Source: an optimization exercise on an open RTL-to-GDS flow (aim: small area, a short achievable clock period and few clock cycles per item). Production flows keep margins and buffers that such runs may drop.
Only simulation tests tie the RTL to the original design; equivalence was not proved.
Power is estimated from default activity; no workload was simulated.

==> flow/design.v, too long to show whole: its modules and the start of the top module <==
// module fsk_demod: 193 lines
// module fsk_mac: 1092 lines
// module fsk_fa: 4 lines
// module fsk_ha: 4 lines
// module fsk_hai: 4 lines
// module fsk_and: 3 lines
// module fsk_nand: 3 lines
// module fsk_sign40: 79 lines
module fsk_demod (
    input  wire        clk,
    input  wire        rst,           
    input  wire        start,
    input  wire [17:0] cfg_sr,
    input  wire [21:0] cfg_thresh,
    input  wire [16:0] cfg_nsamp,      
    output reg         busy,
    output reg         done,
    output wire [16:0] bitcount,
    input  wire        s_valid,
    output wire        s_ready,
    input  wire [15:0] s_cur,
    input  wire [15:0] s_del,
    output reg         w_valid,
    input  wire        w_ready,
    output wire [10:0] w_addr,
    output reg  [31:0] w_data
);
  // ...
==> flow/flow/run.sh <==
#!/bin/bash
# The standard layout (standard.sh: ORFS synthesis through finish, unchanged),
# except that the input and output ports are buffered with plain
# sky130_fd_sc_hd__buf_2 cells instead of the default delay buffers.
# The make output of every step goes to standard_flow.log; each ORFS tool
# writes its own full log under orfs/logs/.
set -euo pipefail
export BUFFER_PORTS_ARGS="-buffer_cell sky130_fd_sc_hd__buf_2"
bash standard.sh > standard_flow.log 2>&1
==> flow/standard.sh <==
#!/bin/bash
# synth_recipe.tcl (not shown) runs the flow's synth.tcl, then flattens the netlist and writes it again
# the make line also repeats each setting of config.mk as NAME=value (left out here)
make -C /OpenROAD-flow-scripts/flow DESIGN_CONFIG=/design/flow/config.mk WORK_HOME=/design/flow/orfs CLKGATE_MAP_FILE= SYNTH_SCRIPT=/design/flow/synth_recipe.tcl "${@:-finish}"
==> flow/config.mk <==
export PLATFORM = sky130hd
export DESIGN_NAME = fsk_demod
export DESIGN_NICKNAME = fsk_demod
export VERILOG_FILES = /design/flow/design.v
export SDC_FILE = /design/flow/constraint.sdc
export NUM_CORES = 4
export LEC_CHECK = 0
export CAP_MARGIN = 50
export CORE_MARGIN = 2
export CORE_UTILIZATION = 40
export CTS_BUF_LIST = sky130_fd_sc_hd__clkbuf_8
export CTS_CLUSTER_DIAMETER = 80
export CTS_CLUSTER_SIZE = 30
export SLEW_MARGIN = 70
export SYNTH_HIERARCHICAL = 1
==> flow/constraint.sdc <==
create_clock -name core_clock -period 15.0 [get_ports {clk}]
set_input_delay 3.0000 -clock core_clock [delete_from_list [all_inputs] [get_ports {clk}]]
set_output_delay 3.0000 -clock core_clock [all_outputs]
set_load 0.01 [all_outputs]
==> run summary, run 1 <==
| Result | Reported | Unit |
| --- | --- | --- |
| Tapcell count | 756 | - |
| Initial core utilization | 40.3 | % |
| Count of buffers inserted at the top-level ports | 155 | - |
| Detailed-route wire length on metal 1 | 23100 | µm |
| Biggest area contributors in the synthesized netlist | fa_1, edfxtp_1, dfxtp_1 | - |
| Multiplexer share of the synthesized area | 1.16 | % |
| Clock buffers created by TritonCTS | 27 | - |
| Total Wirelength | 53100 | µm |
| Clock network share of area | 2.86 | % |
| Register share of the cell area | 29.9 | % |
| Ports | 158 | - |
| Setup WS post-layout | 10.57 | ns |
| Highest routed layer | met4 | - |
| Number of antenna violations at the first check in global routing | 2 | - |
| Result of the run | timing/DRC/antenna clean | - |
| Hold-fix buffers, CTS | 0 | - |
| Max capacitance violation total | 0 | - |
| Fillcell total | 5417 | - |
| Count of clock-net buffers in the final layout | 27 | - |
| Cell type group with the largest total delay on the critical path | flip-flops | - |
| H-tree depth | 1 | - |
| Post-DR vias/cell | 5.14 | - |
| Layout inverter count without the clock tree | 300 | - |
| Chain of cells forming the critical path | buf_2 | - |
| Share of synthesized area occupied by flip-flops and latches | 32.2 | % |
| Max Fanout on Critical Path | 19 | - |
| Distinct cells, synth | 64 | - |
| DRC errors left | 0 | - |
| Met3 Usage GRT | 2.60 | % |
| #MultiIn Comb | 1529 | - |
Testbench counts, summed over its fixed seeds: cycles 96,560, samples 95,084.
==> module fsk_demod, before the edit <==
module fsk_demod (
    input  wire        clk,
    input  wire        rst,           
    input  wire        start,
    input  wire [17:0] cfg_sr,
    input  wire [21:0] cfg_thresh,
    input  wire [16:0] cfg_nsamp,      
    output reg         busy,
    output reg         done,
    output wire [16:0] bitcount,
    input  wire        s_valid,
    output wire        s_ready,
    input  wire [15:0] s_cur,
    input  wire [15:0] s_del,
    output reg         w_valid,
    input  wire        w_ready,
    output wire [10:0] w_addr,
    output reg  [31:0] w_data
);
    localparam [1:0] LVL_0    = 2'd0,
                     LVL_127  = 2'd1,
                     LVL_254  = 2'd2,
                     LVL_NONE = 2'd3;
    reg         idle;         
    reg         srdy;
    reg  [17:0] sr;
    reg  [20:0] tq;           
    reg  [16:0] nrem;         
    reg         nz;           
    reg  [14:0] wc;           
    reg         iw;           
    reg  [14:0] u75;          
    reg         fwin;         
    reg  [15:0] pa, pb;       
    reg         vI, eI;       
    reg  [39:0] as, ac;       
    reg         eA;           
    reg         nw;           
    reg         gtD, ltD;     
    reg         eD;
    reg  [1:0]  prev_lvl;
    reg  [18:0] w;            
    reg  [14:0] q;            
    reg         em;           
    reg         ebit;
    reg         fin;          
    reg         fl;           
    reg  [10:0] wa;
    reg  [4:0]  wfill;
    assign s_ready  = srdy;
    assign w_addr   = wa;
    assign bitcount = {1'b0, wa, wfill};
    wire fire   = s_valid && srdy;
    wire n1     = (nrem == 17'd1);
    wire n2     = (nrem == 17'd2);
    wire unit1  = (sr[17:3] < 15'd250);
    wire iw_f   = (iw ? unit1 : (wc < 15'd375)) || n2;    
    wire flight = eI || eA || eD || em;
    wire rdy_f  = !n1 && !(iw_f && (iw || flight));
    wire rdy_n  = nz && !(iw && flight);
    wire [39:0] ms, mc;
    fsk_mac u_mac (
        .a(pa), .b(pb),
        .c(nw ? {19'd0, tq} : as), .d(nw ? {40{1'b1}} : ac),
        .s(ms), .t(mc)
    );
    wire [39:0] sa = ~as;
    wire [39:0] sc = ~ac;
    wire [39:0] k2 = {18'd0, tq, 1'b1};                   
    wire [39:0] ls = sa ^ sc ^ k2;
    wire [39:0] lc = {(sa[38:0] & sc[38:0]) | (sa[38:0] & k2[38:0]) |
                      (sc[38:0] & k2[38:0]), 1'b0};
    wire sgn_gt, sgn_lt;
    fsk_sign40 u_sgt (.x(as), .y(ac), .s(sgn_gt));      
    fsk_sign40 u_slt (.x(~ls), .y(~lc), .s(sgn_lt));    
    wire [1:0]  lvl   = gtD ? LVL_254 : ltD ? LVL_0 : LVL_127;
    wire        first = (prev_lvl == LVL_NONE);
    wire        rend  = !first && (lvl != prev_lvl);
    wire        rnew  = rend || first;                     
    wire        pend  = !w[18];                            
    wire [18:0] u300  = {1'b0, u75, 2'b00};
    wire [18:0] win   = rnew ? {2'b00, sr[17:1]} : w;
    wire [18:0] wsub  = (rnew || pend) ? ~{1'b0, sr} : 19'h7ffff;
    wire [18:0] wnext = win + u300 + wsub + 19'd1;
    wire        tie   = !sr[0] && (w == 19'd0) && !q[0];
    wire        kinc  = pend && !tie;                      
    wire take = w_valid && w_ready;
    wire emit = em && (!w_valid || w_ready);
    wire q_up = eD && (rend ? kinc : (pend && !first));
    wire [14:0] q_pm = q + (q_up ? 15'd1 : 15'h7fff);
    always @(posedge clk) begin
        pa  <= s_cur;
        pb  <= fire ? s_del : 16'd0;
        as  <= ms;
        ac  <= mc;
        gtD <= !sgn_gt;
        ltD <= sgn_lt;
        vI  <= fire;
        if (idle) begin
            sr       <= cfg_sr;
            tq       <= cfg_thresh[21:1];
            nrem     <= cfg_nsamp;
            nz       <= (cfg_nsamp != 17'd0);
            wc       <= cfg_sr[17:3];
            iw       <= (cfg_sr[17:3] < 15'd250) || (cfg_nsamp == 17'd1);
            u75      <= 15'd0;
            fwin     <= 1'b1;
            nw       <= 1'b1;
            prev_lvl <= LVL_NONE;
            q        <= 15'd0;
            fin      <= (cfg_nsamp == 17'd0);
            fl       <= 1'b0;
            wa       <= 11'd0;
            wfill    <= 5'd0;
        end else begin
            if (vI) nw <= eI;
            if (fire) begin
                nrem <= nrem - 17'd1;
                nz   <= !n1;
                iw   <= iw_f;
                wc   <= iw ? sr[17:3] : wc - 15'd125;
                if (fwin) begin
                    u75 <= u75 + 15'd75;
                    if (iw) fwin <= 1'b0;
                end
            end
            if (eD) begin
                prev_lvl <= lvl;
                w        <= wnext;
                if (q_up) q <= q_pm;
                if (rend) ebit <= (prev_lvl != LVL_0);
                if (!nz) fin <= 1'b1;
            end
            if (emit) begin
                w_data <= {ebit, w_data[31:1]};
                q      <= q_pm;
                if (!fl) wfill <= wfill + 5'd1;
            end
            if (take && !fl) wa <= wa + 11'd1;
            if (!fl && fin && !em && !w_valid && wfill != 5'd0) begin
                q    <= {10'd0, 5'd0 - wfill};
                ebit <= 1'b0;
                fl   <= 1'b1;
            end
        end
        if (rst) begin
            busy    <= 1'b0;
            idle    <= 1'b1;
            srdy    <= 1'b0;
            done    <= 1'b0;
            w_valid <= 1'b0;
            eI <= 1'b0; eA <= 1'b0; eD <= 1'b0;
            em      <= 1'b0;
        end else begin
            done <= 1'b0;
            eI <= fire && iw;
            eA <= eI;
            eD <= eA;
            if (idle) begin
                srdy <= start && (cfg_nsamp != 17'd0);
                if (start) begin
                    busy <= 1'b1;
                    idle <= 1'b0;
                end
            end else begin
                srdy <= fire ? rdy_f : rdy_n;
                if (eD && rend)
                    em <= (q != 15'd0) || kinc;
                if (emit) begin
                    if (q == 15'd1) em <= 1'b0;
                    if (fl ? (q == 15'd1) : (wfill == 5'd31)) w_valid <= 1'b1;
                end
                if (take && !(emit && (fl ? (q == 15'd1) : (wfill == 5'd31))))
                    w_valid <= 1'b0;
                if (fl) begin
                    if (take) begin
                        done <= 1'b1;
                        busy <= 1'b0;
                        idle <= 1'b1;
                    end
                end else if (fin && !em && !w_valid) begin
                    if (wfill != 5'd0) begin
                        em <= 1'b1;
                    end else begin
                        done <= 1'b1;
                        busy <= 1'b0;
                        idle <= 1'b1;
                    end
                end
            end
        end
    end
endmodule
==> run 2: changes to the inputs <==
--- a/flow/design.v
+++ b/flow/design.v
@@ -65,13 +65,12 @@
         .s(ms), .t(mc)
     );
-    wire [39:0] sa = ~as;
-    wire [39:0] sc = ~ac;
     wire [39:0] k2 = {18'd0, tq, 1'b1};                   
-    wire [39:0] ls = sa ^ sc ^ k2;
-    wire [39:0] lc = {(sa[38:0] & sc[38:0]) | (sa[38:0] & k2[38:0]) |
-                      (sc[38:0] & k2[38:0]), 1'b0};
+    wire [39:0] nk2 = ~k2;
+    wire [39:0] lsn = as ^ ac ^ nk2;
+    wire [39:0] lcn = {(as[38:0] & ac[38:0]) | (as[38:0] & nk2[38:0]) |
+                       (ac[38:0] & nk2[38:0]), 1'b1};
     wire sgn_gt, sgn_lt;
     fsk_sign40 u_sgt (.x(as), .y(ac), .s(sgn_gt));      
-    fsk_sign40 u_slt (.x(~ls), .y(~lc), .s(sgn_lt));    
+    fsk_sign40 u_slt (.x(lsn), .y(lcn), .s(sgn_lt));    
     wire [1:0]  lvl   = gtD ? LVL_254 : ltD ? LVL_0 : LVL_127;
     wire        first = (prev_lvl == LVL_NONE);
--- a/flow/config.mk
+++ b/flow/config.mk
@@ -9,5 +9,4 @@
 export CORE_MARGIN = 2
 export CORE_UTILIZATION = 40
-export CTS_BUF_LIST = sky130_fd_sc_hd__clkbuf_8
 export CTS_CLUSTER_DIAMETER = 80
 export CTS_CLUSTER_SIZE = 30
==> run 2 against run 1 <==
Worst setup slack got worse by 0.16 ns. Sequential power barely moved. Cell count shrank 1.1%. Worst hold slack worse by 0.012 ns. Maximum frequency down 3.4%. Still clean. Count of clock-buffer cells in the layout rose by 1. Synthesized cell count decreased by 1.1%. Non-clock buffer count shrank 10. Critical path depth is 16 higher. First-iteration DRC count down 19%.
==> run summary, run 2 <==
| Result | Reported | Unit | Change |
| --- | --- | --- | --- |
| Result of the run | timing/DRC/antenna clean | - | unchanged |
| Vias | 15700 | - | was 16000 |
| Inserted Diodes | 0 | - | unchanged |
| Worst slack after detailed placement | 10.34 | ns | was 10.20 ns |
| Area fraction of the dominant cell type after synthesis | 26.7 | % | was 26.6% |
| Chain of cells forming the critical path | nand2b_1 > o21ai_0 > o21ai_2 > buf_4 > inv_1 > nand2_2 > nand2_1 > fa_1 > fa_1 > a211oi_1 > o21bai_1 > a21oi_2 > nand3_1 > a31o_2 > or4_1 > o311ai_1 > xnor2_1 | - | was buf_2 |
| Max Fanout on Critical Path | 20 | - | was 19 |
| Final Skew | 0.0220 | ns | was 0.0248 ns |
| Instance area at placement | 0.0237 | mm² | was 0.0239 mm² |
| Post-layout min period | 4.59 | ns | was 4.43 ns |
| Number of antenna violations at the first check in global routing | 1 | - | was 2 |
| Die area | 0.0583 | mm² | was 0.0585 mm² |
| Cell type group with the largest total delay on the critical path | compound AO/OA/AOI/OAI gates | - | was flip-flops |
| Setup WS post-layout | 10.41 | ns | was 10.57 ns |
| Area added between synthesis and finish | 9.64 | % | was 9.03% |
| First-pass detailed-route iteration total | 5 | - | was 8 |
| Maximum clock frequency | 0.218 | GHz | was 0.226 GHz |
| Area of all placed cells without fillers | 0.0247 | mm² | about the same |
| First-pass GRT wire length | 83900 | µm | was 87000 µm |
| Number of nets in the final layout | 2784 | - | was 2818 |
| Worst Reg-to-Reg Cells | 17 | - | was 14 |
| Hold slack | 0.442 | ns | was 0.454 ns |
| Most frequent cells after synthesis | nand2_1, fa_1, inv_1 | - | unchanged |
| Synthesized instance count | 2236 | - | was 2262 |
| Fraction of registers with async set or reset after synthesis | 0 | % | unchanged |
| Setup Buffers After CTS | 0 | - | unchanged |
| Antenna-violating nets left | 0 | - | unchanged |
| Sum Neg Setup Slack | 0 | ns | unchanged |
| Total power divided by cell area | 106 | mW/mm² | was 103 mW/mm² |
| Largest net degree at the start of global routing | 66 | - | was 59 |
| Dominant cell type by count on the critical path | fa_1 | - |  |
| Clock buffers created by TritonCTS | 27 | - | unchanged |
| Register clock-pin slew on the reported worst setup and hold paths | 0.09 | ns | was 0.12 ns |
| Chip Width | 241 | µm | was 242 µm |
| Critical path's slowest cell | fa_1 | - | was dfxtp_2 |
| Most common cell after layout, fill and taps aside | nand2_1 | - | unchanged |
| Final setup violating endpoints | 0 | - | unchanged |
| Number of pins exceeding their max-slew limit in the final report | 0 | - | unchanged |
| Count of routing violations after the opening detailed-route iteration | 844 | - | was 1048 |
| Arrival time of data at the critical path endpoint | 4.91 | ns | was 1.43 ns |
| Die boundary height | 241 | µm | was 242 µm |
| Synthesis Warnings | 7 | - | unchanged |
| Cell type contributing the most total cell area after synthesis | fa_1 | - | unchanged |
| Max capacitance violation total | 0 | - | unchanged |
| Critical Path Stages | 17 | - | was 1 |
| Distinct cells, synth | 65 | - | was 64 |
| Initial core utilization | 40.2 | % | was 40.3% |
| CP bufs+invs | 2 | - | was 1 |
| Flop2flop setup slack | 10.41 | ns | was 10.69 ns |
| Ratio of final minimum period to clock period | 30.6 | % | was 29.5% |
| Peak per-stage delay on the critical path | 0.51 | ns | was 0.56 ns |
| Final hold violations | 0 | - | unchanged |
| Capturing element type of the critical path | register | - | was primary output |
| Fraction of layout instances using a drive strength above 1 | 14.0 | % | was 14.1% |
| Share of synthesized area occupied by flip-flops and latches | 32.3 | % | was 32.2% |
| Crit path launch type | register | - | unchanged |
| Kind of critical path | reg -> reg | - | was reg -> out |
| Via count of the first global-routing pass | 16200 | - | was 16800 |
| CTS Buffer Depth | 3 | - | unchanged |
| Final estimated routing congestion in global placement | 0.874 | - | was 0.843 |
| Layout Utilization | 44.1 | % | was 43.9% |
| Met2 track demand over resource in global routing | 31.0 | % | was 31.7% |
| Max rail drop VDD | 80.9 | µV | was 74.1 µV |
| Ports | 158 | - | unchanged |
| Registers with the most flip-flops | ac: 40 flops, as: 40 flops, w_data: 32 flops | - | unchanged |
| Biggest area contributors in the synthesized netlist | fa_1, edfxtp_1, dfxtp_1 | - | unchanged |
| Number of placement rows | 87 | - | unchanged |
| Global-route total usage across every layer | 18.2 | % | about the same |
| Unrepaired setup endpoints after global routing | no | - | unchanged |
| Path type of the worst min-delay path | reg -> reg | - | unchanged |
| Netlist area before placement | 0.0226 | mm² | about the same |
| Busiest metal layer after global routing | met2 | - | unchanged |
| Commonest cells after routing, fill and taps aside | nand2_1, fa_1, inv_1 | - | unchanged |
| Met3 Usage GRT | 2.05 | % | was 2.60% |
| Number of flops mapped to enable cells by yosys | 126 | - | unchanged |
| Total Wirelength | 52400 | µm | was 53100 µm |
| Average wire per cell in the routed design | 17.0 | µm | about the same |
| Number of flip-flops and latches in the synthesized netlist | 301 | - | unchanged |
| Number of sinks handled by clock tree synthesis | 301 | - | unchanged |
| Synthesized area per cell | 10.1 | µm² | was 10.0 µm² |
| Hold-fix buffers, CTS | 0 | - | unchanged |
| DRC errors left | 0 | - | unchanged |
| Met1 demand-to-capacity share in global routing | 24.6 | % | was 23.9% |
| Top flip-flop cell by instance count after synthesis | dfxtp_1 | - | unchanged |
| Clock tree from TritonCTS | yes | - | unchanged |
| Area of the core | 0.0561 | mm² | was 0.0562 mm² |
| Placed wire-length estimate | 39600 | µm | was 40600 µm |
| Worst hold path depth | 0 | - | unchanged |
| Count of buffers inserted at the top-level ports | 155 | - | unchanged |
| Resize count post-CTS | 0 | - | unchanged |
| H-tree depth | 1 | - | unchanged |
| Required time reported for the critical path endpoint | 15.32 | ns | was 12.00 ns |
| Source-to-sink clock delay at the later pin of the worst-skew pair | 0.58 | ns | was 0.65 ns |
| Root Buffer | clkbuf_16 | - | was clkbuf_8 |
| GRT overflow | 0 | - | unchanged |
| Static leakage | 9.60 | nW | was 9.61 nW |
| Post-DR vias/cell | 5.10 | - | was 5.14 |
| Most frequent cell after synthesis | nand2_1 | - | unchanged |
==> run 2: cell count changes after synthesis, sizes merged, moves of 4 or more <==
cell | before | now
nand2 | 351 | 344
nor3 | 30 | 22
a31oi | 8 | 3
o21ai | 102 | 117
nor2 | 121 | 107
mux2i | 25 | 33
a21oi | 56 | 60
==> run 2: final timing paths <==
kind | start | end
worst max-delay path | gtD$_DFF_P_ | w[15]$_DFFE_PP_
worst min-delay path | w_data[28]$_DFFE_PP_ | w_data[27]$_DFFE_PP_
worst max register to register | gtD$_DFF_P_ | w[15]$_DFFE_PP_
worst min register to register | w_data[28]$_DFFE_PP_ | w_data[27]$_DFFE_PP_
==> run 2: metrics by stage <==
step,instances,power [W]
2_1_floorplan,2237,0.00179
3_3_place_gp,3027,0.00186
3_5_place_dp,3034,0.00190
4_1_cts,3083,0.00266
5_1_grt,3086,0.00283
6_report,3086,0.00263
==> run 2: final cells by class <==
cell class / count / area [µm²]
Fill cell: 5320 / 31300
Multi-Input combinational cell: 1506 / 13400
Sequential cell: 301 / 7370
Inverter: 299 / 1120
Timing Repair Buffer: 175 / 1000
Tap cell: 756 / 946
Clock buffer: 28 / 679
Clock inverter: 21 / 251
==> run 2: routing by layer <==
layer	part of all wire [%]	vias to the layer above
li1	-	7387
met1	45	7899
met2	48	386
met3	4.9	77
met4	2.1	0
met5	0	-
==> run 2: report_power, final <==
| part | switching (W) | internal [W] |
|---|---|---|
| clock | 0.000366 | 0.000370 |
| combinational | 0.000460 | 0.000343 |
| sequential | 0.000124 | 0.000965 |
| total | 0.000950 | 0.00168 |
==> run 2: worst reg2reg max path: stages (launching register included) <==
cell and delay (ns):
dfxtp_1 0.40, nand2b_1 0.13, o21ai_0 0.09, o21ai_2 0.12
buf_4 0.35, inv_1 0.12, nand2_2 0.32, nand2_1 0.14
fa_1 0.51, fa_1 0.51, a211oi_1 0.27, o21bai_1 0.12
a21oi_2 0.22, nand3_1 0.14, a31o_2 0.27, or4_1 0.39
o311ai_1 0.10, xnor2_1 0.15
==> run 2: logic make-up (layout without fill, tap and decap cells) <==
group | count (synthesis) | after routing | synth area share (%)
simple gates | 687 | 687 | 14.1
buf+inv | 430 | 523 | 8.84
fa+ha+maj | 380 | 380 | 31.1
compound gates | 321 | 321 | 8.97
flops | 301 | 301 | 32.3
xor+xnor | 79 | 79 | 3.07
mux | 36 | 36 | 1.61
other cells | 2 | 3 | 0.0333
==> run 2: modules after synthesis (local to each module, per instance), excerpt <==
| module | flops+latches | times used | cell area [µm²] |
|---|---|---|---|
| fsk_sign40 | 0 | 2 | 561 |
| fsk_and | 0 | 30 | 6.26 |
| fsk_demod | 301 | 1 | 14000 |
| fsk_nand | 0 | 226 | 3.75 |
| fsk_ha | 0 | 1 | 12.5 |
| fsk_mac | 0 | 1 | 634 |
Testbench counts of run 2, summed over its fixed seeds: cycles 96,560, samples 95,084.
==> run 3: changes to the inputs <==
--- a/flow/config.mk
+++ b/flow/config.mk
@@ -9,6 +9,7 @@
 export CORE_MARGIN = 2
 export CORE_UTILIZATION = 40
-export CTS_CLUSTER_DIAMETER = 80
-export CTS_CLUSTER_SIZE = 30
+export CTS_BUF_LIST = sky130_fd_sc_hd__clkbuf_8
+export CTS_CLUSTER_DIAMETER = 60
+export CTS_CLUSTER_SIZE = 20
 export SLEW_MARGIN = 70
 export SYNTH_HIERARCHICAL = 1
==> run 3 against run 2 <==
Via count is 0.51% higher. Clock power is 8.7% lower. Sequential cell count stayed put. Register-to-register slack worse by 0.03 ns. Maximum frequency is 0.65% lower. Count of clock-buffer cells in the layout is 12 higher. Critical path depth stayed put. Routed wire length is 0.66% higher. Critical endpoint unchanged.
==> run summary, run 3 <==
| Result | Reported | Unit | Change |
| --- | --- | --- | --- |
| Arrival time of data at the critical path endpoint | 4.97 | ns | was 4.91 ns |
| Via count of the first global-routing pass | 16400 | - | was 16200 |
| Path type of the worst min-delay path | reg -> reg | - | unchanged |
| Area fraction of the dominant cell type after synthesis | 26.7 | % | unchanged |
| First-pass GRT wire length | 84700 | µm | was 83900 µm |
| Final estimated routing congestion in global placement | 0.874 | - | unchanged |
| Commonest cells after routing, fill and taps aside | nand2_1, fa_1, inv_1 | - | unchanged |
| Compound-Gate Fraction of Synth Area | 8.97 | % | unchanged |
| Register clock-pin slew on the reported worst setup and hold paths | 0.10 | ns | was 0.09 ns |
| Sum Neg Setup Slack | 0 | ns | unchanged |
| Total Wirelength | 52700 | µm | was 52400 µm |
| GRT overflow | 0 | - | unchanged |
| Top flip-flop cell by instance count after synthesis | dfxtp_1 | - | unchanged |
| Share of synthesized area occupied by flip-flops and latches | 32.3 | % | unchanged |
| Crit path launch type | register | - | unchanged |
| Antenna-violating nets left | 0 | - | unchanged |
| Critical path's slowest cell | fa_1 | - | unchanged |
| Final instance count without filler cells | 3105 | - | was 3086 |
| Final setup violating endpoints | 0 | - | unchanged |
| Final hold violations | 0 | - | unchanged |
| Max capacitance violation total | 0 | - | unchanged |
| Die boundary height | 241 | µm | unchanged |
| Fraction of registers with async set or reset after synthesis | 0 | % | unchanged |
| Flop2flop setup slack | 10.38 | ns | was 10.41 ns |
| Number of flops mapped to enable cells by yosys | 126 | - | unchanged |
| Synthesis Warnings | 7 | - | unchanged |
| Static leakage | 9.57 | nW | was 9.60 nW |
| Root Buffer | clkbuf_8 | - | was clkbuf_16 |
| Relative contribution of sequential cells to total power | 42.5 | % | was 41.4% |
| Placed wire-length estimate | 39600 | µm | unchanged |
| Most frequent cell after synthesis | nand2_1 | - | unchanged |
| Fraction of layout instances using a drive strength above 1 | 14.7 | % | was 14.0% |
| Chain of cells forming the critical path | nand2b_1 > o21ai_0 > o21ai_2 > buf_4 > inv_1 > nand2_2 > nand2_1 > fa_1 > fa_1 > a211oi_1 > o21bai_1 > a21oi_2 > nand3_1 > a31o_2 > or4_1 > o311ai_1 > xnor2_1 | - | unchanged |
| Post-Synth Adder-Cell Area | 31.1 | % | unchanged |
| Clock buffers created by TritonCTS | 37 | - | was 27 |
| Number of sinks handled by clock tree synthesis | 301 | - | unchanged |
| Dominant combinational cell family by area after synthesis | adder cells | - | unchanged |
| Number of antenna violations at the first check in global routing | 1 | - | unchanged |
| Ratio of final minimum period to clock period | 30.8 | % | was 30.6% |
| Hold-fix buffers, CTS | 0 | - | unchanged |
| Post-layout min period | 4.62 | ns | was 4.59 ns |
| Max Fanout on Critical Path | 20 | - | unchanged |
| Startpoint of the most critical register-to-register path | gtD$_DFF_P_ | - | unchanged |
| Most common cell after layout, fill and taps aside | nand2_1 | - | unchanged |
| Xor and xnor fraction of the mapped netlist area | 3.07 | % | unchanged |
| Distinct cells, synth | 65 | - | unchanged |
| Chip Width | 241 | µm | unchanged |
| Global-route total usage across every layer | 18.4 | % | was 18.2% |
| Reg2reg end | w[15]$_DFFE_PP_ | - | unchanged |
| Design internal power | 0.00160 | W | was 0.00168 W |
| Number of pins exceeding their max-slew limit in the final report | 0 | - | unchanged |
| Worst Reg-to-Reg Cells | 17 | - | unchanged |
| Multiplexer share of the synthesized area | 1.61 | % | unchanged |
| Maximum clock frequency | 0.217 | GHz | was 0.218 GHz |
| Average wire per cell in the routed design | 17.0 | µm | about the same |
| Largest net degree at the start of global routing | 66 | - | unchanged |
| Resize count post-CTS | 0 | - | unchanged |
| Vias | 15800 | - | was 15700 |
| Synthesized-area fraction occupied by and/or/nand/nor cells | 14.1 | % | unchanged |
| Total power divided by cell area | 104 | mW/mm² | was 106 mW/mm² |
| Initial core utilization | 40.2 | % | unchanged |
| Required time reported for the critical path endpoint | 15.35 | ns | was 15.32 ns |
| Area of the core | 0.0561 | mm² | unchanged |
| Registers with the most flip-flops | ac: 40 flops, as: 40 flops, w_data: 32 flops | - | unchanged |
| Worst slack after detailed placement | 10.34 | ns | unchanged |
| Kind of critical path | reg -> reg | - | unchanged |
| Count of buffers inserted at the top-level ports | 155 | - | unchanged |
| Result of the run | timing/DRC/antenna clean | - | unchanged |
| Most frequent cells after synthesis | nand2_1, fa_1, inv_1 | - | unchanged |
| H-tree depth | 2 | - | was 1 |
| Netlist area before placement | 0.0226 | mm² | unchanged |
| Final Skew | 0.0560 | ns | was 0.0220 ns |
| Number of nets in the final layout | 2794 | - | was 2784 |
| Number of placement rows | 87 | - | unchanged |
| Inst Count DP | 3034 | - | unchanged |
| Die area | 0.0583 | mm² | unchanged |
| First-pass detailed-route iteration total | 5 | - | unchanged |
| Cell type contributing the most total cell area after synthesis | fa_1 | - | unchanged |
| Capturing element type of the critical path | register | - | unchanged |
| Origin of the worst setup path | gtD$_DFF_P_ | - | unchanged |
| Setup Buffers After CTS | 0 | - | unchanged |
| CTS Buffer Depth | 3 | - | unchanged |
| Setup WS post-layout | 10.38 | ns | was 10.41 ns |
| Clock tree from TritonCTS | yes | - | unchanged |
| Inserted Diodes | 0 | - | unchanged |
| Biggest area contributors in the synthesized netlist | fa_1, edfxtp_1, dfxtp_1 | - | unchanged |
| DRC errors left | 0 | - | unchanged |
| Worst min-delay path startpoint | w_data[10]$_DFFE_PP_ | - | was w_data[28]$_DFFE_PP_ |
| Area added between synthesis and finish | 9.23 | % | was 9.64% |
| Count of routing violations after the opening detailed-route iteration | 959 | - | was 844 |
| Proportion of power drawn by the clock network | 26.2 | % | was 28.0% |
| Switch Pwr | 0.000962 | W | was 0.000950 W |
| Worst hold path depth | 0 | - | unchanged |
| Dominant cell type by count on the critical path | fa_1 | - | unchanged |
| Synthesized instance count | 2236 | - | unchanged |
| Source-to-sink clock delay at the later pin of the worst-skew pair | 0.63 | ns | was 0.58 ns |
| Unrepaired setup endpoints after global routing | no | - | unchanged |
| Max rail drop VDD | 74.6 | µV | was 80.9 µV |
| Sw frac | 37.6 | % | was 36.2% |
| Number of flip-flops and latches in the synthesized netlist | 301 | - | unchanged |
| Ports | 158 | - | unchanged |
| Synthesized area per cell | 10.1 | µm² | unchanged |
| Fraction of power consumed by combinational cells | 31.3 | % | was 30.6% |
| Worst-case hold path end point | w_data[9]$_DFFE_PP_ | - | was w_data[27]$_DFFE_PP_ |
| Post-DR vias/cell | 5.10 | - | about the same |
| Peak per-stage delay on the critical path | 0.51 | ns | about the same |
## run 3: stage by stage
stage / instance area (µm²) / utilization, % / power [W] / hold slack (ns)
after floorplan: 22600 / - / 0.00179 / 0.400
after global placement: 23500 / 41.9 / 0.00186 / 0.425
after detailed placement: 23700 / 42.3 / 0.00190 / 0.428
after CTS: 24500 / 43.8 / 0.00259 / 0.454
after global routing: 24600 / 44.0 / 0.00277 / 0.463
final: 24600 / 44.0 / 0.00256 / 0.451
## run 3: worst max path at each step
| stage | endpoint | slack, ns |
|---|---|---|
| floorplan | w_valid$_SDFFE_PP0P_ | 9.98 |
| global placement | w[15]$_DFFE_PP_ | 10.29 |
| detailed placement | srdy$_SDFF_PP0_ | 10.34 |
| CTS | w[15]$_DFFE_PP_ | 10.40 |
| global route | w[15]$_DFFE_PP_ | 10.06 |
| finish | w[15]$_DFFE_PP_ | 10.38 |
## run 3: layer usage
| layer | up-vias | share of wire (%) | global-route usage, % | routed length, µm |
|---|---|---|---|---|
| met3 | 88 | 5.2 | 2.78 | 2740 |
| met4 | 0 | 2.3 | 5.89 | 1220 |
| met1 | 7902 | 45 | 24.5 | 23600 |
| li1 | 7421 | - | - | - |
| met5 | - | 0 | 0 | 0 |
| met2 | 419 | 48 | 31.0 | 25200 |
## run 3: cells by family after synthesis
kind of cell / Yosys count
buffers and inverters: 430
other: 2
muxes: 36
and+or+nand+nor: 687
AOI/OAI and AO/OA: 321
adders and majority gates: 380
xor gates and xnor gates: 79
DFF: 301
## run 3: power by group through the flow
| stage | Combinational [W] | Clock, W | Sequential, W |
|---|---|---|---|
| floorplan | 0.000723 | 0 | 0.00106 |
| global placement | 0.000754 | 0 | 0.00111 |
| detailed placement | 0.000799 | 0 | 0.00111 |
| CTS | 0.000803 | 0.000703 | 0.00109 |
| global route | 0.000932 | 0.000731 | 0.00111 |
| finish | 0.000802 | 0.000671 | 0.00109 |
## run 3: critical path, delay by kind of cell (launching register included)
family	cells	cell delay [ns]
AO/OA/AOI/OAI	7	1.20
buffers and inverters	2	0.46
AND/OR/NAND/NOR	5	1.10
flip-flops	1	0.41
XOR/XNOR	1	0.13
adder cells (fa/ha/maj)	2	1.01
## run 3: layout make-up
type	count	area, µm²
clock buffers	40	551
multi-input cells	1506	13400
flip-flops and latches	301	7370
repair buffers	175	1000
well taps	756	946
inverters	299	1120
fillers	5342	31400
clock inverters	28	288
## run 3: Yosys stat by module, one instance, submodules excluded, a selection
module / cells / flip-flops and latches / times used
fsk_nand: 1 / 0 / 226
fsk_and: 1 / 0 / 30
fsk_sign40: 86 / 0 / 2
fsk_hai: 5 / 0 / 16
fsk_fa: 1 / 0 / 263
fsk_mac: 89 / 0 / 1
==> run 4: changes to the inputs <==
--- a/flow/design.v
+++ b/flow/design.v
@@ -23,5 +23,6 @@
                      LVL_NONE = 2'd3;
     reg         idle;         
-    reg         srdy;
+    reg         srdy;         
+    reg         nrdy;         
     reg  [17:0] sr;
     reg  [20:0] tq;           
@@ -37,5 +38,7 @@
     reg         eA;           
     reg         nw;           
-    reg         gtD, ltD;     
+    reg  [1:0]  lvlD;         
+    reg         rendD;        
+    reg         rnewD;        
     reg         eD;
     reg  [1:0]  prev_lvl;
@@ -51,5 +54,5 @@
     assign w_addr   = wa;
     assign bitcount = {1'b0, wa, wfill};
-    wire fire   = s_valid && srdy;
+    wire fire   = s_valid && !nrdy;
     wire n1     = (nrem == 17'd1);
     wire n2     = (nrem == 17'd2);
@@ -73,8 +76,8 @@
     fsk_sign40 u_sgt (.x(as), .y(ac), .s(sgn_gt));      
     fsk_sign40 u_slt (.x(lsn), .y(lcn), .s(sgn_lt));    
-    wire [1:0]  lvl   = gtD ? LVL_254 : ltD ? LVL_0 : LVL_127;
+    wire [1:0]  lvl   = !sgn_gt ? LVL_254 : sgn_lt ? LVL_0 : LVL_127;
     wire        first = (prev_lvl == LVL_NONE);
-    wire        rend  = !first && (lvl != prev_lvl);
-    wire        rnew  = rend || first;                     
+    wire        rend  = rendD;
+    wire        rnew  = rnewD;
     wire        pend  = !w[18];                            
     wire [18:0] u300  = {1'b0, u75, 2'b00};
@@ -93,6 +96,7 @@
         as  <= ms;
         ac  <= mc;
-        gtD <= !sgn_gt;
-        ltD <= sgn_lt;
+        lvlD  <= lvl;
+        rendD <= !first && (lvl != prev_lvl);
+        rnewD <= first || (lvl != prev_lvl);
         vI  <= fire;
         if (idle) begin
@@ -125,5 +129,5 @@
             end
             if (eD) begin
-                prev_lvl <= lvl;
+                prev_lvl <= lvlD;
                 w        <= wnext;
                 if (q_up) q <= q_pm;
@@ -147,4 +151,5 @@
             idle    <= 1'b1;
             srdy    <= 1'b0;
+            nrdy    <= 1'b1;
             done    <= 1'b0;
             w_valid <= 1'b0;
@@ -158,4 +163,5 @@
             if (idle) begin
                 srdy <= start && (cfg_nsamp != 17'd0);
+                nrdy <= !(start && (cfg_nsamp != 17'd0));
                 if (start) begin
                     busy <= 1'b1;
@@ -164,4 +170,5 @@
             end else begin
                 srdy <= fire ? rdy_f : rdy_n;
+                nrdy <= !(fire ? rdy_f : rdy_n);
                 if (eD && rend)
                     em <= (q != 15'd0) || kinc;
--- a/flow/config.mk
+++ b/flow/config.mk
@@ -9,7 +9,6 @@
 export CORE_MARGIN = 2
 export CORE_UTILIZATION = 40
-export CTS_BUF_LIST = sky130_fd_sc_hd__clkbuf_8
-export CTS_CLUSTER_DIAMETER = 60
-export CTS_CLUSTER_SIZE = 20
+export CTS_CLUSTER_DIAMETER = 80
+export CTS_CLUSTER_SIZE = 30
 export SLEW_MARGIN = 70
 export SYNTH_HIERARCHICAL = 1
==> run 4 against run 3 <==
Utilization rose by 0.44 points. Sequential share of layout area shrank 0.18 points. Cell count up 0.45%. Count of clock-buffer cells in the layout down 15. Combinational power is 7.6% higher. Worst hold slack gained 0.0015 ns. Sequential power about the same. Non-clock buffer count increased by 11. First-iteration DRC count shrank 2.9%. Sequential cell count rose by 3. Maximum frequency is 8.1% higher. Critical endpoint is now bitcount[2]. Largest power group unchanged.
==> run summary, run 4 <==
| Result | Reported | Unit | Change |
| --- | --- | --- | --- |
| First-pass detailed-route iteration total | 5 | - | unchanged |
| Average wire per cell in the routed design | 17.2 | µm | was 17.0 µm |
| Share of synthesized area occupied by flip-flops and latches | 32.3 | % | about the same |
| Number of flip-flops and latches in the synthesized netlist | 304 | - | was 301 |
| Worst slack after detailed placement | 10.34 | ns | about the same |
| Ratio of final minimum period to clock period | 28.5 | % | was 30.8% |
| Number of antenna violations at the first check in global routing | 1 | - | unchanged |
| Count of buffers inserted at the top-level ports | 155 | - | unchanged |
| H-tree depth | 1 | - | was 2 |
| Number of pins exceeding their max-slew limit in the final report | 0 | - | unchanged |
| Clock buffers created by TritonCTS | 24 | - | was 37 |
| Result of the run | timing/DRC/antenna clean | - | unchanged |
| Arrival time of data at the critical path endpoint | 1.27 | ns | was 4.97 ns |
| Final Skew | 0.0336 | ns | was 0.0560 ns |
| Total Wirelength | 53800 | µm | was 52700 µm |
| Most frequent cell after synthesis | nand2_1 | - | unchanged |
| Setup Buffers After CTS | 0 | - | unchanged |
| Registers with the most flip-flops | ac: 40 flops, as: 40 flops, w_data: 32 flops | - | unchanged |
| Max rail drop VDD | 89.6 | µV | was 74.6 µV |
| Setup WS post-layout | 10.73 | ns | was 10.38 ns |
| Distinct cells, synth | 74 | - | was 65 |
| Max capacitance violation total | 0 | - | unchanged |
| Hold slack | 0.452 | ns | was 0.451 ns |
| Static leakage | 9.70 | nW | was 9.57 nW |
| Critical path's slowest cell | dfxtp_1 | - | was fa_1 |
| Global-route total usage across every layer | 18.2 | % | was 18.4% |
| Top flip-flop cell by instance count after synthesis | dfxtp_1 | - | unchanged |
| Final estimated routing congestion in global placement | 0.857 | - | was 0.874 |
| Antenna-violating nets left | 0 | - | unchanged |
| First-pass GRT wire length | 86900 | µm | was 84700 µm |
| Area of the multi-input gates | 0.0135 | mm² | was 0.0134 mm² |
| Largest net degree at the start of global routing | 55 | - | was 66 |
| Area of all placed cells without fillers | 0.0250 | mm² | was 0.0246 mm² |
| Area taken by flip-flops and latches | 0.00742 | mm² | was 0.00737 mm² |
| Max Fanout on Critical Path | 7 | - | was 20 |
| Count of routing violations after the opening detailed-route iteration | 931 | - | was 959 |
| Initial core utilization | 40.4 | % | was 40.2% |
| Kind of critical path | reg -> out | - | was reg -> reg |
| Final hold violations | 0 | - | unchanged |
| Path type of the worst min-delay path | reg -> reg | - | unchanged |
| Placed wire-length estimate | 40600 | µm | was 39600 µm |
| Chip Width | 243 | µm | was 241 µm |
| Synthesis Warnings | 7 | - | unchanged |
| Peak per-stage delay on the critical path | 0.50 | ns | was 0.51 ns |
| Sum Neg Setup Slack | 0 | ns | unchanged |
| Post-layout min period | 4.27 | ns | was 4.62 ns |
| Unrepaired setup endpoints after global routing | no | - | unchanged |
| Ports | 158 | - | unchanged |
| Biggest area contributors in the synthesized netlist | fa_1, edfxtp_1, dfxtp_1 | - | unchanged |
| Area added between synthesis and finish | 9.81 | % | was 9.23% |
| Die boundary height | 243 | µm | was 241 µm |
| CP bufs+invs | 1 | - | was 2 |
| Fraction of layout instances using a drive strength above 1 | 14.0 | % | was 14.7% |
| Number of placement rows | 87 | - | unchanged |
| Netlist area before placement | 0.0228 | mm² | was 0.0226 mm² |
| Instance area at placement | 0.0241 | mm² | was 0.0237 mm² |
| Most frequent cells after synthesis | nand2_1, fa_1, inv_1 | - | unchanged |
| Synthesized area per cell | 10.0 | µm² | was 10.1 µm² |
| Number of nets in the final layout | 2818 | - | was 2794 |
| Maximum clock frequency | 0.234 | GHz | was 0.217 GHz |
| Post-DR vias/cell | 5.14 | - | was 5.10 |
| Vias | 16000 | - | was 15800 |
| Area of the core | 0.0563 | mm² | was 0.0561 mm² |
| Chain of cells forming the critical path | buf_2 | - | was nand2b_1 > o21ai_0 > o21ai_2 > buf_4 > inv_1 > nand2_2 > nand2_1 > fa_1 > fa_1 > a211oi_1 > o21bai_1 > a21oi_2 > nand3_1 > a31o_2 > or4_1 > o311ai_1 > xnor2_1 |
| Via count of the first global-routing pass | 16600 | - | was 16400 |
| Number of sinks handled by clock tree synthesis | 304 | - | was 301 |
| Synthesized instance count | 2264 | - | was 2236 |
| Capturing element type of the critical path | primary output | - | was register |
| Crit path launch type | register | - | unchanged |
| Cell type group with the largest total delay on the critical path | flip-flops | - | was compound AO/OA/AOI/OAI gates |
| Register clock-pin slew on the reported worst setup and hold paths | 0.09 | ns | was 0.10 ns |
| Fraction of registers with async set or reset after synthesis | 0 | % | unchanged |
| DRC errors left | 0 | - | unchanged |
| Required time reported for the critical path endpoint | 12.00 | ns | was 15.35 ns |
| Source-to-sink clock delay at the later pin of the worst-skew pair | 0.58 | ns | was 0.63 ns |
| CTS Buffer Depth | 3 | - | unchanged |
| Die area | 0.0588 | mm² | was 0.0583 mm² |
| Cell type contributing the most total cell area after synthesis | fa_1 | - | unchanged |
| Resize count post-CTS | 0 | - | unchanged |
| Fillcell total | 5329 | - | was 5342 |
| Most common cell after layout, fill and taps aside | nand2_1 | - | unchanged |
| Number of flops mapped to enable cells by yosys | 126 | - | unchanged |
| Layout Utilization | 44.4 | % | was 44.0% |
| Hold-fix buffers, CTS | 0 | - | unchanged |
| GRT overflow | 0 | - | unchanged |
| Root Buffer | clkbuf_16 | - | was clkbuf_8 |
| Area fraction of the dominant cell type after synthesis | 26.5 | % | was 26.7% |
| Clock tree from TritonCTS | yes | - | unchanged |
| Final setup violating endpoints | 0 | - | unchanged |
| Commonest cells after routing, fill and taps aside | nand2_1, fa_1, inv_1 | - | unchanged |
| Total power divided by cell area | 106 | mW/mm² | was 104 mW/mm² |
## run 4: changes by cell type in the layout (fill, tap and decap cells not counted), sizes merged, moves of 5 or more
cell,delta
o21ai,-6
a21oi,+8
xnor2,-11
or3,+10
mux2i,-7
and3,-12
o22ai,+5
nor2,-19
clkbuf,-17
nand2,+14
o211ai,+7
buf,+13
a211oi,-5
and2,+16
## run 4: final timing paths
check,from,to,slack [ns],cells past startpoint
worst max-delay path,wfill[2]$_SDFFE_PP0P_,bitcount[2],10.73,1
worst min-delay path,w_data[29]$_DFFE_PP_,w_data[28]$_DFFE_PP_,0.45,0
worst max register to register,pb[6]$_SDFF_PN0_,ac[18]$_DFF_P_,11.15,7
worst min register to register,w_data[29]$_DFFE_PP_,w_data[28]$_DFFE_PP_,0.45,0
## run 4: per-module statistics from Yosys (local to each module, per instance)
module,times used,cells,flops+latches
fsk_nand,226,1,0
fsk_and,30,1,0
fsk_mac,1,89,0
fsk_ha,1,1,0
fsk_hai,16,5,0
fsk_fa,263,1,0
fsk_demod,1,1403,304
fsk_sign40,2,86,0
## run 4: kinds of logic (layout without fill, tap and decap cells)
group,Yosys count,after routing,synth area share (%)
adders and majority gates,380,380,30.8
AOI/OAI and AO/OA,346,346,9.78
other,2,4,0.0330
DFF,304,304,32.3
xor gates and xnor gates,70,70,2.69
buffers and inverters,434,531,8.69
and+or+nand+nor,699,699,14.4
muxes,29,29,1.29
## run 4: layout make-up
class / instances / share of cell area [%]
Timing Repair Buffer: 186 / 4.37
Clock inverter: 19 / 0.987
Inverter: 301 / 4.54
Clock buffer: 25 / 2.42
Tap cell: 756 / 3.79
Sequential cell: 304 / 29.7
Antenna cell: 1 / 0.0100
Multi-Input combinational cell: 1527 / 54.2
## run 4: metal layers
metal	GRT usage, %	part of all wire (%)	vias to the layer above
li1	-	-	7550
met1	23.9	44	8010
met2	31.5	49	394
met3	2.66	5.3	73
met4	4.65	2.0	0
met5	0	0	-
## run 4: report_power, final
part           internal, W  switching [W]
logic             0.000367       0.000496
clock network     0.000324       0.000368
registers         0.000978       0.000126
## run 4: through the flow
| stage | std cells | total power (W) |
|---|---|---|
| finish | 3119 | 0.00266 |
| global route | 3119 | 0.00286 |
| CTS | 3116 | 0.00269 |
| detailed placement | 3072 | 0.00198 |
| global placement | 3055 | 0.00193 |
| floorplan | 2265 | 0.00184 |
Testbench counts of run 4, summed over its fixed seeds: cycles 96,560, samples 95,084.
==> run 5: changes to the inputs <==
--- a/flow/design.v
+++ b/flow/design.v
@@ -50,5 +50,7 @@
     reg         fl;           
     reg  [10:0] wa;
-    reg  [4:0]  wfill;
+    reg  [4:0]  wfill;        
+    reg  [4:0]  nwf;          
+    wire [4:0]  wf = ~nwf;
     assign s_ready  = srdy;
     assign w_addr   = wa;
@@ -116,4 +118,5 @@
             wa       <= 11'd0;
             wfill    <= 5'd0;
+            nwf      <= 5'h1f;
         end else begin
             if (vI) nw <= eI;
@@ -138,9 +141,12 @@
                 w_data <= {ebit, w_data[31:1]};
                 q      <= q_pm;
-                if (!fl) wfill <= wfill + 5'd1;
+                if (!fl) begin
+                    wfill <= wfill + 5'd1;
+                    nwf   <= ~(wf + 5'd1);
+                end
             end
             if (take && !fl) wa <= wa + 11'd1;
-            if (!fl && fin && !em && !w_valid && wfill != 5'd0) begin
-                q    <= {10'd0, 5'd0 - wfill};
+            if (!fl && fin && !em && !w_valid && wf != 5'd0) begin
+                q    <= {10'd0, 5'd0 - wf};
                 ebit <= 1'b0;
                 fl   <= 1'b1;
@@ -175,7 +181,7 @@
                 if (emit) begin
                     if (q == 15'd1) em <= 1'b0;
-                    if (fl ? (q == 15'd1) : (wfill == 5'd31)) w_valid <= 1'b1;
+                    if (fl ? (q == 15'd1) : (wf == 5'd31)) w_valid <= 1'b1;
                 end
-                if (take && !(emit && (fl ? (q == 15'd1) : (wfill == 5'd31))))
+                if (take && !(emit && (fl ? (q == 15'd1) : (wf == 5'd31))))
                     w_valid <= 1'b0;
                 if (fl) begin
@@ -186,5 +192,5 @@
                     end
                 end else if (fin && !em && !w_valid) begin
-                    if (wfill != 5'd0) begin
+                    if (wf != 5'd0) begin
                         em <= 1'b1;
                     end else begin
==> run 5 against run 4 <==
Still clean. Worst setup slack gained 0.063 ns. Synthesized area grew 1.0%. Maximum frequency grew 1.5%. Power grew 1.6%. Global-route usage grew 0.58 points. Via count grew 0.85%. Routed wire length grew 3.2%. Count of clock-buffer cells in the layout grew 5. Non-clock buffer count shrank 3. Utilization grew 0.39 points. Final area grew 1.5%. Cell count grew 0.42%. Largest power group unchanged. Highest routed layer is now met5.
==> run summary, run 5 <==
| Result | Reported | Unit | Change |
| --- | --- | --- | --- |
| Final estimated routing congestion in global placement | 0.841 | - | was 0.857 |
| Final setup violating endpoints | 0 | - | unchanged |
| Final Skew | 0.0232 | ns | was 0.0336 ns |
| Ratio of final minimum period to clock period | 28.1 | % | was 28.5% |
| Number of pins exceeding their max-slew limit in the final report | 0 | - | unchanged |
| GRT overflow | 0 | - | unchanged |
| Area of the core | 0.0566 | mm² | was 0.0563 mm² |
| Most frequent cells after synthesis | nand2_1, fa_1, inv_1 | - | unchanged |
| Number of flops mapped to enable cells by yosys | 126 | - | unchanged |
| Number of placement rows | 87 | - | unchanged |
| Placed wire-length estimate | 42400 | µm | was 40600 µm |
| Critical Path Stages | 1 | - | unchanged |
| Crit path capture | w_addr[2] | - | was bitcount[2] |
| Flop2flop setup slack | 11.09 | ns | was 11.15 ns |
| Most common cell after layout, fill and taps aside | nand2_1 | - | unchanged |
| Clock tree from TritonCTS | yes | - | unchanged |
| Count of routing violations after the opening detailed-route iteration | 1067 | - | was 931 |
| Worst Reg-to-Reg Cells | 7 | - | unchanged |
| Synthesized area per cell | 10.1 | µm² | was 10.0 µm² |
| Actual transition at the worst max-transition pin | 0.505 | ns |  |
| Source-to-sink clock delay at the later pin of the worst-skew pair | 0.59 | ns | was 0.58 ns |
| Root Buffer | clkbuf_16 | - | unchanged |
| Post-Synth Adder-Cell Area | 30.6 | % | was 30.8% |
| Top flip-flop cell by instance count after synthesis | dfxtp_1 | - | unchanged |
| Initial core utilization | 40.6 | % | was 40.4% |
| Vias | 16200 | - | was 16000 |
| Static leakage | 9.88 | nW | was 9.70 nW |
| Area added between synthesis and finish | 10.3 | % | was 9.81% |
| Number of sinks handled by clock tree synthesis | 309 | - | was 304 |
| Area fraction of the dominant cell type after synthesis | 26.2 | % | was 26.5% |
| Clock buffers created by TritonCTS | 28 | - | was 24 |
| Total power divided by cell area | 106 | mW/mm² | about the same |
| Resize count post-CTS | 0 | - | unchanged |
| Required time reported for the critical path endpoint | 12.00 | ns | about the same |
| DRC errors left | 0 | - | unchanged |
| Critical path's slowest cell | dfxtp_1 | - | unchanged |
| Average wire per cell in the routed design | 17.7 | µm | was 17.2 µm |
| Antenna-violating nets left | 0 | - | unchanged |
| Startpoint of the most critical register-to-register path | pb[5]$_SDFF_PN0_ | - | was pb[6]$_SDFF_PN0_ |
| Register clock-pin slew on the reported worst setup and hold paths | 0.08 | ns | was 0.09 ns |
| Compound-Gate Fraction of Synth Area | 9.83 | % | was 9.78% |
| Instance area at placement | 0.0243 | mm² | was 0.0241 mm² |
| Number of flip-flops and latches in the synthesized netlist | 309 | - | was 304 |
| H-tree depth | 1 | - | unchanged |
| Arrival time of data at the critical path endpoint | 1.21 | ns | was 1.27 ns |
| Capturing element type of the critical path | primary output | - | unchanged |
| Share of synthesized area occupied by flip-flops and latches | 32.4 | % | was 32.3% |
| Via count of the first global-routing pass | 17100 | - | was 16600 |
| Unrepaired setup endpoints after global routing | no | - | unchanged |
| Peak per-stage delay on the critical path | 0.44 | ns | was 0.50 ns |
| Max Fanout on Critical Path | 5 | - | was 7 |
| Dominant combinational cell family by area after synthesis | adder cells | - | unchanged |
| Worst-case headroom to the max-slew limit | 66.0 | % |  |
| Post-DR vias/cell | 5.16 | - | was 5.14 |
| Crit path launch type | register | - | unchanged |
| Number of nets in the final layout | 2829 | - | was 2818 |
| Setup WS post-layout | 10.79 | ns | was 10.73 ns |
| Largest net degree at the start of global routing | 64 | - | was 55 |
| Path type of the worst min-delay path | reg -> reg | - | unchanged |
| Max rail drop VDD | 72.2 | µV | was 89.6 µV |
| Worst slack after detailed placement | 10.14 | ns | was 10.34 ns |
| Worst hold path depth | 0 | - | unchanged |
| Fraction of layout instances using a drive strength above 1 | 14.5 | % | was 14.0% |
| Registers with the most flip-flops | ac: 40 flops, as: 40 flops, w_data: 32 flops | - | unchanged |
| Netlist area before placement | 0.0230 | mm² | was 0.0228 mm² |
| Fillcell total | 5406 | - | was 5329 |
| Die boundary height | 244 | µm | was 243 µm |
| Cell type contributing the most total cell area after synthesis | fa_1 | - | unchanged |
| First-pass GRT wire length | 89600 | µm | was 86900 µm |
| Multiplexer share of the synthesized area | 1.25 | % | was 1.29% |
| Cell type group with the largest total delay on the critical path | flip-flops | - | unchanged |
| Biggest area contributors in the synthesized netlist | fa_1, edfxtp_1, dfxtp_1 | - | unchanged |
| Synthesized-area fraction occupied by and/or/nand/nor cells | 14.2 | % | was 14.4% |
| Area taken by flip-flops and latches | 0.00752 | mm² | was 0.00742 mm² |
| Commonest cells after routing, fill and taps aside | nand2_1, fa_1, inv_1 | - | unchanged |
| Sum Neg Setup Slack | 0 | ns | unchanged |
| Reg2reg end | ac[19]$_DFF_P_ | - | was ac[18]$_DFF_P_ |
| Most frequent cell after synthesis | nand2_1 | - | unchanged |
| Final hold violations | 0 | - | unchanged |
| Post-layout min period | 4.21 | ns | was 4.27 ns |
| Synthesized instance count | 2274 | - | was 2264 |
| Max capacitance violation total | 0 | - | unchanged |
| Global-route total usage across every layer | 18.8 | % | was 18.2% |
| Xor and xnor fraction of the mapped netlist area | 3.13 | % | was 2.69% |
| Origin of the worst setup path | wa[2]$_SDFFE_PP0P_ | - | was wfill[2]$_SDFFE_PP0P_ |
| Die area | 0.0594 | mm² | was 0.0588 mm² |
| CTS Buffer Depth | 3 | - | unchanged |
| Area of all placed cells without fillers | 0.0254 | mm² | was 0.0250 mm² |
| First-pass detailed-route iteration total | 5 | - | unchanged |
| Fraction of registers with async set or reset after synthesis | 0 | % | unchanged |
| Setup Buffers After CTS | 0 | - | unchanged |
| Inserted Diodes | 0 | - | was 1 |
| Maximum clock frequency | 0.237 | GHz | was 0.234 GHz |
| Number of antenna violations at the first check in global routing | 5 | - | was 1 |
| CP bufs+invs | 1 | - | unchanged |
| Kind of critical path | reg -> out | - | unchanged |
| Synthesis Warnings | 7 | - | unchanged |
| Count of buffers inserted at the top-level ports | 155 | - | unchanged |
| Area of the multi-input gates | 0.0137 | mm² | was 0.0135 mm² |
| Hold-fix buffers, CTS | 0 | - | unchanged |
| Result of the run | timing/DRC/antenna clean | - | unchanged |
| Distinct cells, synth | 73 | - | was 74 |
| Ports | 158 | - | unchanged |
| Total Wirelength | 55500 | µm | was 53800 µm |
| Chain of cells forming the critical path | buf_2 | - | unchanged |
| Chip Width | 244 | µm | was 243 µm |
## run 5: report_power, final
part           switching, W  leakage, nW  internal [W]  total, W
combinational      0.000468         6.66      0.000345  0.000814
clock              0.000399        0.480      0.000384  0.000782
sequential         0.000119         2.74      0.000984   0.00110
## run 5: kinds of logic (layout without fill, tap and decap cells)
logic type | count (synthesis) | after routing
compound gates | 340 | 340
xor+xnor | 82 | 82
fa+ha+maj | 381 | 381
buf+inv | 433 | 534
flops | 309 | 309
mux | 28 | 28
other cells | 2 | 3
simple gates | 699 | 699
## run 5: layout make-up
cell class / instances / area share [%]
Clock buffer: 30 / 2.88
Clock inverter: 22 / 1.06
Inverter: 299 / 4.44
Multi-Input combinational cell: 1533 / 54.0
Sequential cell: 309 / 29.7
Tap cell: 756 / 3.73
Timing Repair Buffer: 183 / 4.28
## run 5: worst min path at each step
stage | start | endpoint | slack (ns)
4_1_cts | w_data[8]$_DFFE_PP_ | w_data[7]$_DFFE_PP_ | 0.45
6_report | w_data[7]$_DFFE_PP_ | w_data[6]$_DFFE_PP_ | 0.45
2_1_floorplan | ebit$_SDFFCE_PP0P_ | w_data[31]$_DFFE_PP_ | 0.40
3_5_place_dp | w_data[25]$_DFFE_PP_ | w_data[24]$_DFFE_PP_ | 0.43
5_1_grt | w_data[24]$_DFFE_PP_ | w_data[23]$_DFFE_PP_ | 0.46
3_3_place_gp | w_data[25]$_DFFE_PP_ | w_data[24]$_DFFE_PP_ | 0.43
## run 5: through the flow
step / cells / power, W / hold WS [ns] / util, %
6_report: 3132 / 0.00270 / 0.452 / 44.8
5_1_grt: 3132 / 0.00290 / 0.463 / 44.8
4_1_cts: 3131 / 0.00273 / 0.453 / 44.6
3_5_place_dp: 3079 / 0.00194 / 0.433 / 42.9
3_3_place_gp: 3061 / 0.00188 / 0.427 / 42.3
2_1_floorplan: 2275 / 0.00179 / 0.400 / -
## run 5: modules after synthesis, one instance, submodules excluded
module | copies in the design | flops+latches | area, µm²
fsk_hai | 16 | 0 | 27.5
fsk_sign40 | 2 | 0 | 561
fsk_demod | 1 | 309 | 14500
fsk_ha | 1 | 0 | 12.5
fsk_nand | 226 | 0 | 3.75
fsk_and | 30 | 0 | 6.26
fsk_mac | 1 | 0 | 634
fsk_fa | 263 | 0 | 20.0
## run 5: routing by layer
| layer | share of wire, % | track usage, % | wire length [µm] | up-vias |
|---|---|---|---|---|
| li1 | - | - | - | 7563 |
| met4 | 2.2 | 5.25 | 1230 | 2 |
| met2 | 48 | 32.0 | 26800 | 466 |
| met1 | 43 | 24.6 | 23900 | 8047 |
| met5 | 0.020 | 0 | 11 | - |
| met3 | 6.3 | 3.26 | 3500 | 85 |
Testbench counts of run 5, summed over its fixed seeds: cycles 96,560, samples 95,084.
==> run 6: changes to the inputs <==
--- a/flow/config.mk
+++ b/flow/config.mk
@@ -8,5 +8,5 @@
 export CAP_MARGIN = 50
 export CORE_MARGIN = 2
-export CORE_UTILIZATION = 40
+export CORE_UTILIZATION = 55
 export CTS_CLUSTER_DIAMETER = 80
 export CTS_CLUSTER_SIZE = 30
==> run 6 against run 5 <==
Non-clock buffer count grew 4. Global-route usage is 6.0 points higher. Still clean. Via count is 1.3% lower. Highest routed layer unchanged.
==> run summary, run 6 <==
| Result | Reported | Unit | Change |
| --- | --- | --- | --- |
| Post-layout min period | 4.20 | ns | was 4.21 ns |
| Number of nets in the final layout | 2830 | - | was 2829 |
| Area taken by flip-flops and latches | 0.00751 | mm² | was 0.00752 mm² |
| Fillcell total | 3543 | - | was 5406 |
| Final setup violating endpoints | 0 | - | unchanged |
| Via count of the first global-routing pass | 16500 | - | was 17100 |
| Ports | 158 | - | unchanged |
| Area of all placed cells without fillers | 0.0251 | mm² | was 0.0254 mm² |
| Netlist area before placement | 0.0230 | mm² | unchanged |
| Max capacitance violation total | 0 | - | unchanged |
| Most common cell after layout, fill and taps aside | nand2_1 | - | unchanged |
| Inst Count DP | 2858 | - | was 3079 |
| Critical Path Stages | 1 | - | unchanged |
| Final hold violations | 0 | - | unchanged |
| Distinct cells, synth | 73 | - | unchanged |
| Cell type group with the largest total delay on the critical path | flip-flops | - | unchanged |
| Ratio of final minimum period to clock period | 28.0 | % | was 28.1% |
| Max Fanout on Critical Path | 6 | - | was 5 |
| Post-DR vias/cell | 5.47 | - | was 5.16 |
| H-tree depth | 1 | - | unchanged |
| Fraction of registers with async set or reset after synthesis | 0 | % | unchanged |
| Chain of cells forming the critical path | buf_2 | - | unchanged |
| Total power divided by cell area | 107 | mW/mm² | was 106 mW/mm² |
| Final Skew | 0.0303 | ns | was 0.0232 ns |
| Setup Buffers After CTS | 0 | - | unchanged |
| Synthesized area per cell | 10.1 | µm² | unchanged |
| Global-route total usage across every layer | 24.8 | % | was 18.8% |
| Area of the multi-input gates | 0.0137 | mm² | about the same |
| Placed wire-length estimate | 40800 | µm | was 42400 µm |
| Layout Utilization | 61.2 | % | was 44.8% |
| Antenna-violating nets left | 0 | - | unchanged |
| Total Wirelength | 52900 | µm | was 55500 µm |
| Kind of critical path | reg -> out | - | unchanged |
| Average wire per cell in the routed design | 18.2 | µm | was 17.7 µm |
| Area of the core | 0.0410 | mm² | was 0.0566 mm² |
| Number of flops mapped to enable cells by yosys | 126 | - | unchanged |
| Most frequent cells after synthesis | nand2_1, fa_1, inv_1 | - | unchanged |
| GRT overflow | 0 | - | unchanged |
| Synthesized instance count | 2274 | - | unchanged |
| Number of flip-flops and latches in the synthesized netlist | 309 | - | unchanged |
| Required time reported for the critical path endpoint | 12.00 | ns | about the same |
| Area added between synthesis and finish | 9.23 | % | was 10.3% |
| Chip Width | 208 | µm | was 244 µm |
| Most frequent cell after synthesis | nand2_1 | - | unchanged |
| Unrepaired setup endpoints after global routing | no | - | unchanged |
| Number of placement rows | 74 | - | was 87 |
| Area fraction of the dominant cell type after synthesis | 26.2 | % | unchanged |
| Path type of the worst min-delay path | reg -> reg | - | unchanged |
| Registers with the most flip-flops | ac: 40 flops, as: 40 flops, w_data: 32 flops | - | unchanged |
| Capturing element type of the critical path | primary output | - | unchanged |
| Worst hold path depth | 0 | - | unchanged |
| Largest net degree at the start of global routing | 64 | - | unchanged |
| Die boundary height | 208 | µm | was 244 µm |
| Clock buffers created by TritonCTS | 25 | - | was 28 |
| Final instance count without filler cells | 2913 | - | was 3132 |
| Top flip-flop cell by instance count after synthesis | dfxtp_1 | - | unchanged |
| Fraction of layout instances using a drive strength above 1 | 14.4 | % | was 14.5% |
| Initial core utilization | 56.0 | % | was 40.6% |
| Source-to-sink clock delay at the later pin of the worst-skew pair | 0.60 | ns | was 0.59 ns |
| First-pass detailed-route iteration total | 5 | - | unchanged |
| Arrival time of data at the critical path endpoint | 1.20 | ns | was 1.21 ns |
| Root Buffer | clkbuf_16 | - | unchanged |
| Hold slack | 0.450 | ns | was 0.452 ns |
| CTS Buffer Depth | 3 | - | unchanged |
| Vias | 15900 | - | was 16200 |
| Number of antenna violations at the first check in global routing | 13 | - | was 5 |
| Share of synthesized area occupied by flip-flops and latches | 32.4 | % | unchanged |
| Final estimated routing congestion in global placement | 0.840 | - | was 0.841 |
| Cell type contributing the most total cell area after synthesis | fa_1 | - | unchanged |
| Register clock-pin slew on the reported worst setup and hold paths | 0.10 | ns | was 0.08 ns |
| Die area | 0.0434 | mm² | was 0.0594 mm² |
| Count of routing violations after the opening detailed-route iteration | 947 | - | was 1067 |
| Hold-fix buffers, CTS | 0 | - | unchanged |
| Critical path's slowest cell | dfxtp_1 | - | unchanged |
| Count of buffers inserted at the top-level ports | 155 | - | unchanged |
| Crit path launch type | register | - | unchanged |
| Biggest area contributors in the synthesized netlist | fa_1, edfxtp_1, dfxtp_1 | - | unchanged |
| Synthesis Warnings | 7 | - | unchanged |
| DRC errors left | 0 | - | unchanged |
| Resize count post-CTS | 0 | - | unchanged |
| Worst Reg-to-Reg Cells | 7 | - | unchanged |
| Peak per-stage delay on the critical path | 0.43 | ns | was 0.44 ns |
| First-pass GRT wire length | 86000 | µm | was 89600 µm |
| Static leakage | 9.88 | nW | about the same |
| Number of pins exceeding their max-slew limit in the final report | 0 | - | unchanged |
| Sum Neg Setup Slack | 0 | ns | unchanged |
| Clock tree from TritonCTS | yes | - | unchanged |
| Instance area at placement | 0.0240 | mm² | was 0.0243 mm² |
| Commonest cells after routing, fill and taps aside | nand2_1, fa_1, inv_1 | - | unchanged |
| Number of sinks handled by clock tree synthesis | 309 | - | unchanged |
| Maximum clock frequency | 0.238 | GHz | was 0.237 GHz |
| CP bufs+invs | 1 | - | unchanged |
| Max rail drop VDD | 86.9 | µV | was 72.2 µV |
| Result of the run | timing/DRC/antenna clean | - | unchanged |
run 6: cell counts after synthesis:
Identical to the previous run, type by type.
run 6: metal layers:
layer / global-route usage, % / wire [µm] / vias to the layer above
met1: 33.7 / 23400 / 7873
met4: 6.52 / 1380 / 10
met3: 4.86 / 3160 / 89
li1: - / - / 7570
met2: 40.8 / 24900 / 405
met5: 0 / 65 / -
run 6: logic make-up (layout without fill, tap and decap cells):
group | after synthesis | in the layout | synth area share (%)
compound gates | 340 | 340 | 9.83
xor+xnor | 82 | 82 | 3.13
fa+ha+maj | 381 | 381 | 30.6
buf+inv | 433 | 532 | 8.61
flops | 309 | 309 | 32.4
mux | 28 | 28 | 1.25
other cells | 2 | 10 | 0.0327
simple gates | 699 | 699 | 14.2
run 6: per-stage QoR:
step | worst slack (ns) | total power (W)
floorplan | 10.03 | 0.00179
global placement | 10.05 | 0.00188
detailed placement | 10.23 | 0.00194
CTS | 10.78 | 0.00271
global route | 10.72 | 0.00288
finish | 10.80 | 0.00269
run 6: worst paths after layout:
path	startpoint	to	slack (ns)
setup / recovery	wa[3]$_SDFFE_PP0P_	bitcount[8]	10.80
hold / removal	w_data[12]$_DFFE_PP_	w_data[11]$_DFFE_PP_	0.45
setup reg to reg	pa[9]$_DFF_P_	ac[19]$_DFF_P_	11.11
hold reg to reg	w_data[12]$_DFFE_PP_	w_data[11]$_DFFE_PP_	0.45
run 6: Yosys stat by module, one instance, submodules excluded:
module,cells inside,flops+latches
fsk_sign40,86,0
fsk_fa,1,0
fsk_ha,1,0
fsk_nand,1,0
fsk_mac,89,0
fsk_demod,1413,309
fsk_hai,5,0
fsk_and,1,0
run 6: power by group:
part           internal [W]  switching, W
registers          0.000984      0.000118
logic              0.000349      0.000469
clock network      0.000354      0.000413
total               0.00169       0.00100
run 6: layout make-up:
type / count / area share (%)
clock buffer: 26 / 2.51
tap: 532 / 2.65
inverter: 299 / 4.48
timing repair buffer: 187 / 4.44
antenna: 7 / 0.0698
sequential: 309 / 29.9
clock inverter: 20 / 1.38
multi-input combinational: 1533 / 54.6

-- separate check: timing with driven ports --
The results above use ideal ports. As a check the final layouts listed here were re-extracted and re-timed, cells and wires unchanged. Step 1 assumes that a clkbuf_16 drives the clock port and a buf_2 every other input. Step 2 also shifts input and output timing later by t, the mid clock arrival at the registers, as if the neighbouring blocks saw the same clock. a / b / c = ideal / step 1 / step 2; a / b = the first two.
| run | t, ns | setup slack, ns | worst setup path after step 2 | worst register clock-pin slew, ns | worst data-port slew with drivers (ns) |
|---|---|---|---|---|---|
| run 1 | 0.691 | 10.569 / 10.517 / 10.233 | input to register | 0.12 / 0.12 | 0.05 |
| run 2 | 0.621 | 10.411 / 10.411 / 10.367 | input to register | 0.09 / 0.09 | 0.06 |
| run 3 | 0.659 | 10.381 / 10.381 / 10.368 | input to register | 0.11 / 0.11 | 0.06 |
| run 4 | 0.627 | 10.726 / 10.662 / 10.267 | input to register | 0.09 / 0.09 | 0.08 |
| run 5 | 0.639 | 10.789 / 10.734 / 10.293 | input to register | 0.09 / 0.09 | 0.09 |
| run 6 | 0.648 | 10.801 / 10.742 / 10.208 | input to register | 0.10 / 0.10 | 0.10 |
After both steps setup and hold are still met in every run listed. For run 6, which loses most, drivers alone change the setup slack by -0.059 ns; drivers and shift together by -0.593 ns.
